Background: an optimization exercise with open tools, aiming at small area, a short achievable clock period and few clock cycles per item. Do not read the settings as production practice. Function was checked by simulation only, so behaviour that the tests miss may differ from the original.

`flow/config.mk`:
```
export PLATFORM = sky130hd
export DESIGN_NAME = tnt2_permutator
export DESIGN_NICKNAME = tnt2_permutator
export VERILOG_FILES = /design/flow/design.v
export SDC_FILE = /design/flow/constraint.sdc
export NUM_CORES = 4
export LEC_CHECK = 0
export CAP_MARGIN = 20
export CORE_MARGIN = 2
export CORE_UTILIZATION = 25
export PLACE_DENSITY = 0.35
export SLEW_MARGIN = 20
```
`flow/constraint.sdc`:
```
create_clock -name core_clock -period 12.0 [get_ports {clk}]
set_input_delay 2.4000 -clock core_clock [delete_from_list [all_inputs] [get_ports {clk}]]
set_output_delay 2.4000 -clock core_clock [all_outputs]
set_load 0.01 [all_outputs]
```
`flow/design.v`:
```
module tnt2_permutator (
    input  wire         clk,
    input  wire         rst,           
    input  wire         cmd_valid,
    input  wire [1:0]   cmd,           
    input  wire [5:0]   len,           
    input  wire [255:0] din,           
    input  wire [63:0]  idx,           
    input  wire [2:0]   ncyc,          
    input  wire [35:0]  cyc_lens,      
    input  wire         tbl_we,        
    input  wire [7:0]   tbl_addr,
    input  wire [7:0]   tbl_data,
    output wire         ready,
    output reg          resp_valid,
    output reg  [3:0]   status,
    output reg  [255:0] dout
);
    localparam [1:0] CMD_NEW = 2'd0, CMD_APPLYF = 2'd1, CMD_APPLYI = 2'd2, CMD_SEEK = 2'd3;
    localparam [3:0] ST_OK = 4'd0, ST_CONFIG = 4'd2, ST_ILLEGAL = 4'd4;
    localparam [2:0] S_IDLE    = 3'd0,
                     S_CHECK   = 3'd1,    
                     S_SCATTER = 3'd2,    
                     S_DIVIDE  = 3'd3,    
                     S_REBUILD = 3'd4,    
                     S_SETCUR  = 3'd5,    
                     S_RESP    = 3'd6;
    reg [2:0] state;
    assign ready = (state == S_IDLE);
    reg [7:0]  table_source [0:255];
    reg [7:0]  bit_table    [0:255];
    reg [8:0]  clen  [0:3];              
    reg [8:0]  cstart[0:3];              
    reg [7:0]  ccur  [0:3];              
    reg        loaded;
    reg [1:0]   op;
    reg [8:0]   i;                       
    reg [255:0] blk;
    reg [255:0] seen;
    reg [63:0]  quot;
    reg [8:0]   rem  [0:3];
    reg [6:0]   dcnt;
    reg [8:0]   new_len [0:3];
    integer k;
    wire [8:0] in_len0 = cyc_lens[8:0];
    wire [8:0] in_len1 = cyc_lens[17:9];
    wire [8:0] in_len2 = cyc_lens[26:18];
    wire [8:0] in_len3 = cyc_lens[35:27];
    wire [8:0] use_len0 = in_len0;
    wire [8:0] use_len1 = (ncyc >= 3'd2) ? in_len1 : 9'd0;
    wire [8:0] use_len2 = (ncyc >= 3'd3) ? in_len2 : 9'd0;
    wire [8:0] use_len3 = (ncyc >= 3'd4) ? in_len3 : 9'd0;
    wire [10:0] len_sum = {2'b0, use_len0} + {2'b0, use_len1} + {2'b0, use_len2} + {2'b0, use_len3};
    wire lens_ok = (ncyc >= 3'd1) && (ncyc <= 3'd4) &&
                   (in_len0 != 9'd0) &&
                   (ncyc < 3'd2 || in_len1 != 9'd0) &&
                   (ncyc < 3'd3 || in_len2 != 9'd0) &&
                   (ncyc < 3'd4 || in_len3 != 9'd0) &&
                   (len_sum == 11'd256);
    reg [8:0] rb_start, rb_len;
    reg [7:0] rb_cur;
    reg [9:0] rb_off;
    reg [7:0] rb_src;
    always @(*) begin
        rb_start = cstart[0];
        rb_len   = clen[0];
        rb_cur   = ccur[0];
        for (k = 1; k < 4; k = k + 1) begin
            if (clen[k] != 9'd0 && i >= cstart[k]) begin
                rb_start = cstart[k];
                rb_len   = clen[k];
                rb_cur   = ccur[k];
            end
        end
        rb_off = {1'b0, i} - {1'b0, rb_start} + {2'b0, rb_cur};
        if (rb_off >= {1'b0, rb_len})
            rb_off = rb_off - {1'b0, rb_len};
        rb_src = rb_start[7:0] + rb_off[7:0];
    end
    wire [7:0] lane    = i[7:0];
    wire [7:0] bt_lane = bit_table[lane];
    reg [9:0] trial [0:3];
    always @(*) begin
        for (k = 0; k < 4; k = k + 1)
            trial[k] = {rem[k], quot[63]};
    end
    wire apply_len_ok = (len != 6'd0) && (len <= 6'd32);
    always @(posedge clk) begin
        resp_valid <= 1'b0;
        if (rst) begin
            state  <= S_IDLE;
            loaded <= 1'b0;
        end else begin
            case (state)
            S_IDLE: begin
                if (tbl_we) begin
                    table_source[tbl_addr] <= tbl_data;
                    loaded <= 1'b0;
                end
                if (cmd_valid) begin
                    op <= cmd;
                    i  <= 9'd0;
                    case (cmd)
                    CMD_NEW: begin
                        if (lens_ok) begin
                            new_len[0] <= use_len0;
                            new_len[1] <= use_len1;
                            new_len[2] <= use_len2;
                            new_len[3] <= use_len3;
                            seen       <= 256'd0;
                            state      <= S_CHECK;
                        end else begin
                            loaded <= 1'b0;
                            status <= ST_CONFIG;
                            state  <= S_RESP;
                        end
                    end
                    CMD_APPLYF, CMD_APPLYI: begin
                        if (!apply_len_ok || !loaded) begin
                            status <= ST_ILLEGAL;
                            state  <= S_RESP;
                        end else if (len != 6'd32) begin
                            dout   <= din;
                            status <= ST_OK;
                            for (k = 0; k < 4; k = k + 1)
                                if (clen[k] != 9'd0)
                                    ccur[k] <= ({1'b0, ccur[k]} + 9'd1 == clen[k]) ? 8'd0 : ccur[k] + 8'd1;
                            state  <= S_REBUILD;
                        end else begin
                            blk    <= din;
                            status <= ST_OK;
                            state  <= S_SCATTER;
                        end
                    end
                    CMD_SEEK: begin
                        if (!loaded) begin
                            status <= ST_ILLEGAL;
                            state  <= S_RESP;
                        end else begin
                            quot   <= idx;
                            for (k = 0; k < 4; k = k + 1)
                                rem[k] <= 9'd0;
                            dcnt   <= 7'd0;
                            status <= ST_OK;
                            state  <= S_DIVIDE;
                        end
                    end
                    endcase
                end
            end
            S_CHECK: begin
                seen[table_source[i[7:0]]] <= 1'b1;
                i <= i + 9'd1;
                if (i == 9'd256) begin
                    if (&seen) begin
                        clen[0]   <= new_len[0];
                        clen[1]   <= new_len[1];
                        clen[2]   <= new_len[2];
                        clen[3]   <= new_len[3];
                        cstart[0] <= 9'd0;
                        cstart[1] <= new_len[0];
                        cstart[2] <= new_len[0] + new_len[1];
                        cstart[3] <= new_len[0] + new_len[1] + new_len[2];
                        for (k = 0; k < 4; k = k + 1)
                            ccur[k] <= 8'd0;
                        status <= ST_OK;
                        i      <= 9'd0;
                        state  <= S_REBUILD;
                    end else begin
                        loaded <= 1'b0;
                        status <= ST_CONFIG;
                        state  <= S_RESP;
                    end
                end
            end
            S_SCATTER: begin
                if (op == CMD_APPLYF)
                    dout[bt_lane] <= blk[lane];
                else
                    dout[lane] <= blk[bt_lane];
                i <= i + 9'd1;
                if (i == 9'd255) begin
                    for (k = 0; k < 4; k = k + 1)
                        if (clen[k] != 9'd0)
                            ccur[k] <= ({1'b0, ccur[k]} + 9'd1 == clen[k]) ? 8'd0 : ccur[k] + 8'd1;
                    i     <= 9'd0;
                    state <= S_REBUILD;
                end
            end
            S_DIVIDE: begin
                quot <= {quot[62:0], 1'b0};
                for (k = 0; k < 4; k = k + 1) begin
                    if (clen[k] != 9'd0 && trial[k] >= {1'b0, clen[k]})
                        rem[k] <= trial[k][8:0] - clen[k];
                    else
                        rem[k] <= trial[k][8:0];
                end
                dcnt <= dcnt + 7'd1;
                if (dcnt == 7'd63)
                    state <= S_SETCUR;
            end
            S_SETCUR: begin
                for (k = 0; k < 4; k = k + 1)
                    ccur[k] <= (clen[k] != 9'd0) ? rem[k][7:0] : 8'd0;
                i     <= 9'd0;
                state <= S_REBUILD;
            end
            S_REBUILD: begin
                bit_table[i[7:0]] <= table_source[rb_src];
                i <= i + 9'd1;
                if (i == 9'd255) begin
                    loaded <= 1'b1;
                    state  <= S_RESP;
                end
            end
            S_RESP: begin
                resp_valid <= 1'b1;
                state      <= S_IDLE;
            end
            default: state <= S_IDLE;
            endcase
        end
    end
endmodule
```
`flow/run.sh`:
```
#!/bin/bash
# synth_recipe.tcl (not shown) runs the flow's synth.tcl, then flattens the netlist and writes it again
# the make line also repeats each setting of config.mk as NAME=value (left out here)
make -C /OpenROAD-flow-scripts/flow DESIGN_CONFIG=/design/flow/config.mk WORK_HOME=/design/flow/orfs CLKGATE_MAP_FILE= SYNTH_SCRIPT=/design/flow/synth_recipe.tcl finish
```
==> flow_summary.toml <==
[detailed_routing]
wl_met2_mm = 466
drtIter0Drc = 16615
via_per_inst = 5.22
vias = 147792
route.met3.wl_mm = 62.7
top_layer_used = "met5"
wl_mm = 1020
dr.pass1.iters = 6
drc = 0
postRouteAntennaNets = 0
route.layer.met1.wl_mm = 459
avgRoutedWirePerCell_um = 36.1

[synth]
synthMuxAreaShare = 0.198
seq_area_frac_synth = 0.649
ys_seq_elements = 5119
yosysTopAreaCellShare = 0.647
synth_area_um2 = 237000
yosysTopAreaCell = "edfxtp_1"
synth_fa_ha_area_frac = 0.00971
synth_top_family_by_area = "multiplexers"
yosysWarnings = 7
avgSynthCellArea_um2 = 16.6
synth_edf_count = 5106
yosys_most_used_dff = "edfxtp_1"
async_reset_ff_frac = 0
synth_simple_gate_area_frac = 0.0604
synth_cell_type_count = 99
synth.top_cells.by_area = "edfxtp_1, mux4_2, nor2_1"
synthXorXnorAreaFrac = 0.00603
synth_compound_area_frac = 0.0557
syn_inst = 14266

[global_routing]
grt_pass1_vias = 147586
grt_max_degree = 188
grt_usage = 0.207
antenna_found_initial = 88
grt_first_pass_wirelength_mm = 1370
grt_overflow = 0

[critical_path]
crit_family = "compound AO/OA/AOI/OAI gates"
crit_buf_inv = 7
path_class = "reg -> reg"
critPathLaunchType = "register"
cpPeakStageDelay_ps = 770
crit_path_end_kind = "register"
critPathMaxFanout = 120
critPathSlowestCell = "ha_4"
cp.arrival_ps = 12010
crit_required_ps = 12620

[place]
dp_slack_ps = -63.2
hpwlAfterDp_mm = 702
numPortBuffers = 646
numPlacedInstances = 27173
place.gp.congestion = 0.869

[timing]
finalCriticalPeriod_ps = 11390
final.period_utilization = 0.949
hold_ws_ps = 523
fmax_ghz = 0.0878
finalMaxSlewViolations = 0
tightestPinTransition_ps = 1180
finClkSkew_ps = 92.3
setup_ws_ps = 608
setup_viol = 0
slew_headroom = 0.188
hold_violations = 0
rsz0062_at_grt = "false"

[finish]
final_cell_mix = "edfxtp_1, mux4_2, nor2_1"
multi_input_area_um2 = 79500
final_util = 0.298
nFillCells = 93269
mostFrequentLayoutCell = "edfxtp_1"
area_delta_synth_final_pct = 19.0
drive_gt1_frac = 0.245
ff_latch_area_um2 = 154000
fin_nets = 15826
instances_no_fill = 28307

[min_path]
hold_class = "reg -> reg"

[floorplanning]
fp.dieW_um = 977
coreArea_um2 = 945000
die_area_um2 = 955000
die_h_um = 977
num_io_pins = 649
start_util = 0.251
std_cell_rows = 357

[cts]
root_buffer = "clkbuf_16"
cts_made_buffers = 648
ctsLongestPathBuffers = 5
cts_sinks = 5119
cts_max_level = 6
clock_latency_ps = 1100
cts_tree = "built"
cts.clk_slew.worst_paths_ps = 60
hold_buffers = 0

[run_status]
outcome = "timing/DRC/antenna clean"

[run]
drv_cap = 0
[timing repair]
action,4_1_cts,5_1_grt
resized for setup,0,18
setup endpoints to repair,93,1686
buffers inserted,3,8
cloned,0,2
pin swaps,1,6
[flip-flops by register name (all words and copies together) (netlist names), 3 cells and up, named ones only]
| register | cells |
|---|---|
| blk | 256 |
| bit_table | 2048 |
| quot | 64 |
| seen | 256 |
| state | 3 |
| dcnt | 7 |
| clen | 36 |
| i | 9 |
| table_source | 2048 |
| cstart | 18 |
| ccur | 32 |
| new_len | 36 |
| rem | 36 |
| dout | 256 |
[metal layers]
layer	track usage	vias up
met5	0	-
met1	0.295	80714
li1	-	60296
met4	0.0622	24
met3	0.0338	1219
met2	0.326	5539
[through the flow]
stage               area, µm²  TNS (ps)
detailed placement     262000     -2890
floorplan              238000  -4888260
CTS                    282000         0
finish                 282000         0
global placement       262000    -51050
global route           282000         0
[layout make-up]
type | count | area share
antenna | 22 | 0.000195
inverter | 134 | 0.00181
sequential | 5119 | 0.545
timing repair buffer | 1359 | 0.0461
tap | 12565 | 0.0558
multi-input combinational | 8012 | 0.282
clock buffer | 791 | 0.0600
clock inverter | 305 | 0.00916
[cell usage after synthesis (all sizes together), types with 50 or more instances]
cell and number:
a211o 114, a211oi 60, a21o 59, a21oi 832, a221oi 71, a22oi 100
a31oi 105, and2 59, buf 416, clkbuf 588, edfxtp 5106, ha 135
inv 131, mux2 145, mux2i 416, mux4 1825, nand2 786, nand3 380
nand4 172, nor2 1357, nor2b 90, nor3 206, o211ai 50, o21ai 258
o221ai 52, o22ai 78, xnor2 104, xor2 59
[worst paths after layout]
check,from,to,slack (ps),depth (start not counted)
worst max-delay path,clen[0][5]$_DFFE_PP_,bit_table[70][1]$_DFFE_PP_,610,38
worst min register to register,quot[41]$_DFFE_PP_,quot[42]$_DFFE_PP_,520,1
worst min-delay path,quot[41]$_DFFE_PP_,quot[42]$_DFFE_PP_,520,1
worst max register to register,clen[0][5]$_DFFE_PP_,bit_table[70][1]$_DFFE_PP_,610,38
[logic make-up (layout without fill, tap and decap cells)]
family,after synthesis,count (layout)
other,1,24
XOR/XNOR,163,163
buffers and inverters,1138,2589
adder cells (fa/ha/maj),166,166
multiplexers,2386,2386
flip-flops,5119,5119
AO/OA/AOI/OAI,2059,2059
AND/OR/NAND/NOR,3234,3236
Testbench counts, summed over its fixed seeds: cycles 250,944, items 448.

static timing again, ports no longer ideal:
The results above use ideal ports. As a check the final layout listed here was re-extracted and re-timed, cells and wires unchanged.
Step 1 sets driving cells, clkbuf_16 on the clock port and buf_2 on the other inputs (assumed; they add their load-dependent delay and slew).
Step 2 adds t to the input delays and takes it off the output delays; t is the mean of the earliest and latest rising clock arrival at the registers after step 1. Input paths then give back, and output paths get back, about the clock's delay inside the block.
Three values: ideal ports, drivers, drivers and shift; two values: the first two.
shift t [ns]: 1.216
setup WS [ns]: 0.608 / 0.608 / 0.608
worst setup path at the end: register to register
latest minus earliest clock arrival (ns): 0.095 / 0.095
After both steps setup and hold are still met in this run. The setup slack of this run moves by 0.000 ns with the drivers and by 0.000 ns with both steps.
